From an optimization exercise on the open Yosys and OpenROAD flow, aimed at small area, a short achievable clock period and few clock cycles per item; shortcuts taken in it are not production practice.
Function was checked by simulation only, so behaviour that the tests miss may differ from the original.
Power and IR drop assume default switching activity.

## job 105
## fdec
module fdec (
    input  wire        clk,
    input  wire        rst,         
    input  wire        rx_valid,
    input  wire [7:0]  rx_data,
    input  wire        rx_eos,
    output wire        rx_ready,
    output wire        fo_valid,
    input  wire        fo_ready,
    output wire [31:0] fo_seq,
    output wire [6:0]  fo_len,
    output wire [7:0]  fo_data,
    output wire        fo_last,
    output wire        done         
);
    localparam MAXP = 64;                
    localparam NB   = 68;                
    localparam SYNC = 8'hAA;
    localparam S_SEARCH  = 2'd0;
    localparam S_HEADER  = 2'd1;
    localparam S_PAYLOAD = 2'd2;
    localparam S_END     = 2'd3;         
    reg  [7:0]    mem [0:NB-1];
    reg           mw_v;      
    reg  [6:0]    mw_a;
    reg  [7:0]    mw_d;
    reg           m_v, s_v, done_r, rdy_r;
    reg  [7:0]    m_d, s_d;
    reg           m_aa, s_aa, m_z, s_z, m_le, s_le;
    assign rx_ready = rdy_r;                 
    assign done     = done_r;
    reg  [6:0]    rp, wp;
    reg           qpend;     
    reg           qv;
    reg  [7:0]    qd;
    reg           q_aa, q_z, q_le;
    reg  [1:0]    st;
    reg  [5:0]    wlen;      
    reg  [6:0]    prem;      
    reg           hl_r;      
    reg           pl_r;      
    reg           lbad;      
    reg           vok;       
  ...
Size: ~2100 cells after synthesis, ~64 I/O pins, roughly 0.035 mm² of cells after synthesis.
==> flow/config.mk <==
export PLATFORM = sky130hd
export DESIGN_NAME = fdec
export DESIGN_NICKNAME = fdec
export VERILOG_FILES = /design/flow/design.v
export SDC_FILE = /design/flow/constraint.sdc
export NUM_CORES = 4
export LEC_CHECK = 0
export CAP_MARGIN = 20
export CORE_MARGIN = 2
export CORE_UTILIZATION = 40
export SLEW_MARGIN = 20
==> flow/constraint.sdc <==
create_clock -name core_clock -period 10.0 [get_ports {clk}]
set_input_delay 2.0000 -clock core_clock [delete_from_list [all_inputs] [get_ports {clk}]]
set_output_delay 2.0000 -clock core_clock [all_outputs]
set_load 0.01 [all_outputs]
standard.sh (not shown) runs the stock make flow with config.mk's settings and CLKGATE_MAP_FILE= SYNTH_SCRIPT=/design/flow/synth_recipe.tcl, a recipe that flattens the netlist after the stock synthesis.
==> flow/flow/run.sh <==
#!/bin/bash
set -euo pipefail
bash standard.sh SETUP_SLACK_MARGIN=6.8 \
  "CTS_ARGS=-sink_clustering_enable -repair_clock_nets -buf_list sky130_fd_sc_hd__clkbuf_16 -sink_clustering_size 24 -sink_clustering_max_diameter 80 -dont_use_dummy_load" \
  finish > standard_flow.log 2>&1
Testbench counts of job 105, summed over its fixed seeds: cycles 74,668, bytes 74,262.
Setup changes, job 105 to job 101
diff --git a/flow/design.v b/flow/design.v
--- a/flow/design.v
+++ b/flow/design.v
@@ -22,22 +22,22 @@
     localparam S_END     = 2'd3;         
     reg  [7:0]    mem [0:NB-1];
     reg           mw_v;      
     reg  [6:0]    mw_a;
     reg  [7:0]    mw_d;
     reg           m_v, s_v, done_r, rdy_r;
     reg  [7:0]    m_d, s_d;
-    reg           m_aa, s_aa, m_z, s_z, m_le, s_le;
+    reg           m_aa, s_aa;
     assign rx_ready = rdy_r;                 
     assign done     = done_r;
     reg  [6:0]    rp, wp;
     reg           qpend;     
     reg           qv;
     reg  [7:0]    qd;
-    reg           q_aa, q_z, q_le;
+    reg           q_aa;
     reg  [1:0]    st;
     reg  [5:0]    wlen;      
     reg  [6:0]    prem;      
     reg           hl_r;      
     reg           pl_r;      
     reg           lbad;      
     reg           vok;       
@@ -67,16 +67,14 @@
     assign fo_data  = fo_d;
     assign fo_last  = fo_l;
     wire em_busy = em_act || fo_v || sk_v;
     wire       src_q  = qpend;
     wire       have   = src_q ? qv : m_v;
     wire [7:0] b      = qv ? qd : m_d;        
     wire       is_aa  = qv ? q_aa : m_aa;
-    wire       is_z   = qv ? q_z : m_z;
-    wire       is_le  = qv ? q_le : m_le;
     wire in_hdr  = (st == S_HEADER);
     wire in_pay  = (st == S_PAYLOAD);
     wire in_end  = (st == S_END);
     wire ok_end  = in_end && vok;            
     wire ld      = (ok_end || pend) && !em_busy;    
     wire end_q   = in_end && !vok && fnd;    
     wire lrej    = in_hdr && lbad;           
@@ -93,16 +91,16 @@
     wire [7:0] sdist   = {1'b0, sslot} - {1'b0, wp};
     wire [6:0] fre_ini = sdist[7] ? sdist[6:0] + NB : sdist[6:0];
     wire       fnd_now   = fnd || ((trk == 4'd15) && is_aa);
     wire [6:0] nslot_now = fnd ? nslot : rp_next;
     wire [3:0] trk_now   = is_aa ? trk + 4'd1 : 4'd0;
     wire [5:0] wl = (in_end && vok) ? 6'd0 : wlen;
     wire [7:0] lab = {1'b0, la7};
-    wire lchk = (wlen == 6'd16) ? is_le :
-                (wlen == 6'd20) ? (b == lab) : is_z;
+    wire lchk = (wlen == 6'd16) ? (b <= MAXP) :
+                (wlen == 6'd20) ? (b == lab) : (b == 8'd0);
     wire rest_zero = ~|{r[1], r[2], r[3], r[4], r[5], r[6], r[7], r[8],
                         r[9], r[10], r[11], r[12], r[13], r[14], r[15]};
     wire hdr_ok    = rest_zero && (r[0] == 8'd0);
     wire pay_ok    = rest_zero && (qv ? (r[0] == qd) : (r[0] == m_d));
     wire rp_chg    = (step && (src_q || store)) || ((end_q || lrej) && fnd);
     wire [7:0] rdata   = mem[ra];
     wire       sfetch  = em_act && (em_sqc != 3'd0);
@@ -149,28 +147,22 @@
                 3'd2: o_seq[23:16] <= rdata;
                 default: o_seq[31:24] <= rdata;
             endcase
         end
         if (qfetch) begin
             qd   <= rdata;
             q_aa <= (rdata == SYNC);
-            q_z  <= (rdata == 8'd0);
-            q_le <= (rdata <= MAXP);
         end
         if (!m_v || (step && !src_q)) begin
             m_d  <= s_v ? s_d : rx_data;
             m_aa <= s_v ? s_aa : (rx_data == SYNC);
-            m_z  <= s_v ? s_z : (rx_data == 8'd0);
-            m_le <= s_v ? s_le : (rx_data <= MAXP);
         end
         if (!s_v) begin
             s_d  <= rx_data;
             s_aa <= (rx_data == SYNC);
-            s_z  <= (rx_data == 8'd0);
-            s_le <= (rx_data <= MAXP);
         end
         if (!fo_v || fo_ready) begin
             fo_d <= sk_v ? sk_d : rdata;
             fo_l <= sk_v ? sk_l : b_last;
         end
         if (!sk_v) begin
             sk_d <= rdata;
In the reports for job 105 and job 101, the larger CTS buffer count belongs to job 105.
Against job 105 as the reference, job 101 delivers a lower die area.
Of job 105 and job 101, the run reporting the lower power was job 101.
Diff job 105 -> job 101: sequential power essentially unchanged, global-route usage now smaller, multi-input combinational cell area down about 2.6%, area of the mapped netlist moved down, number of well taps has decreased.
~same proportion of synthesized area in mux cells in job 105 and job 101
Cell count: job 101 lower than job 105
Taking job 105 as the reference, in job 101 static power due to leakage saw a decrease, share of power burned in registers now sits higher.
Testbench counts of job 101, summed over its fixed seeds: cycles 74,668, bytes 74,262.

==> port drivers added, routing unchanged <==
In the flow no input, the clock included, has a driving cell. The finished layouts below were timed again as built, in two steps. Step 1: set_driving_cell puts a clkbuf_16 on clk and a buf_2 on each other input, an assumption about the parent block. Step 2 also shifts input and output timing later by t, the mid clock arrival at the registers, as if the neighbouring blocks saw the same clock. Slacks: no drivers / after step 1 / after step 2; pairs: no drivers / after step 1.
run | t (ns) | slack for setup (ns) | clock arrival spread, ns
job 105 | 0.637 | 6.722 / 6.653 / 6.272 | 0.095 / 0.095
job 101 | 0.648 | 6.808 / 6.735 / 6.301 | 0.081 / 0.081
After both steps setup and hold are still met in every run listed. For job 101, which loses most, drivers alone change the setup slack by -0.073 ns; drivers and shift together by -0.507 ns.
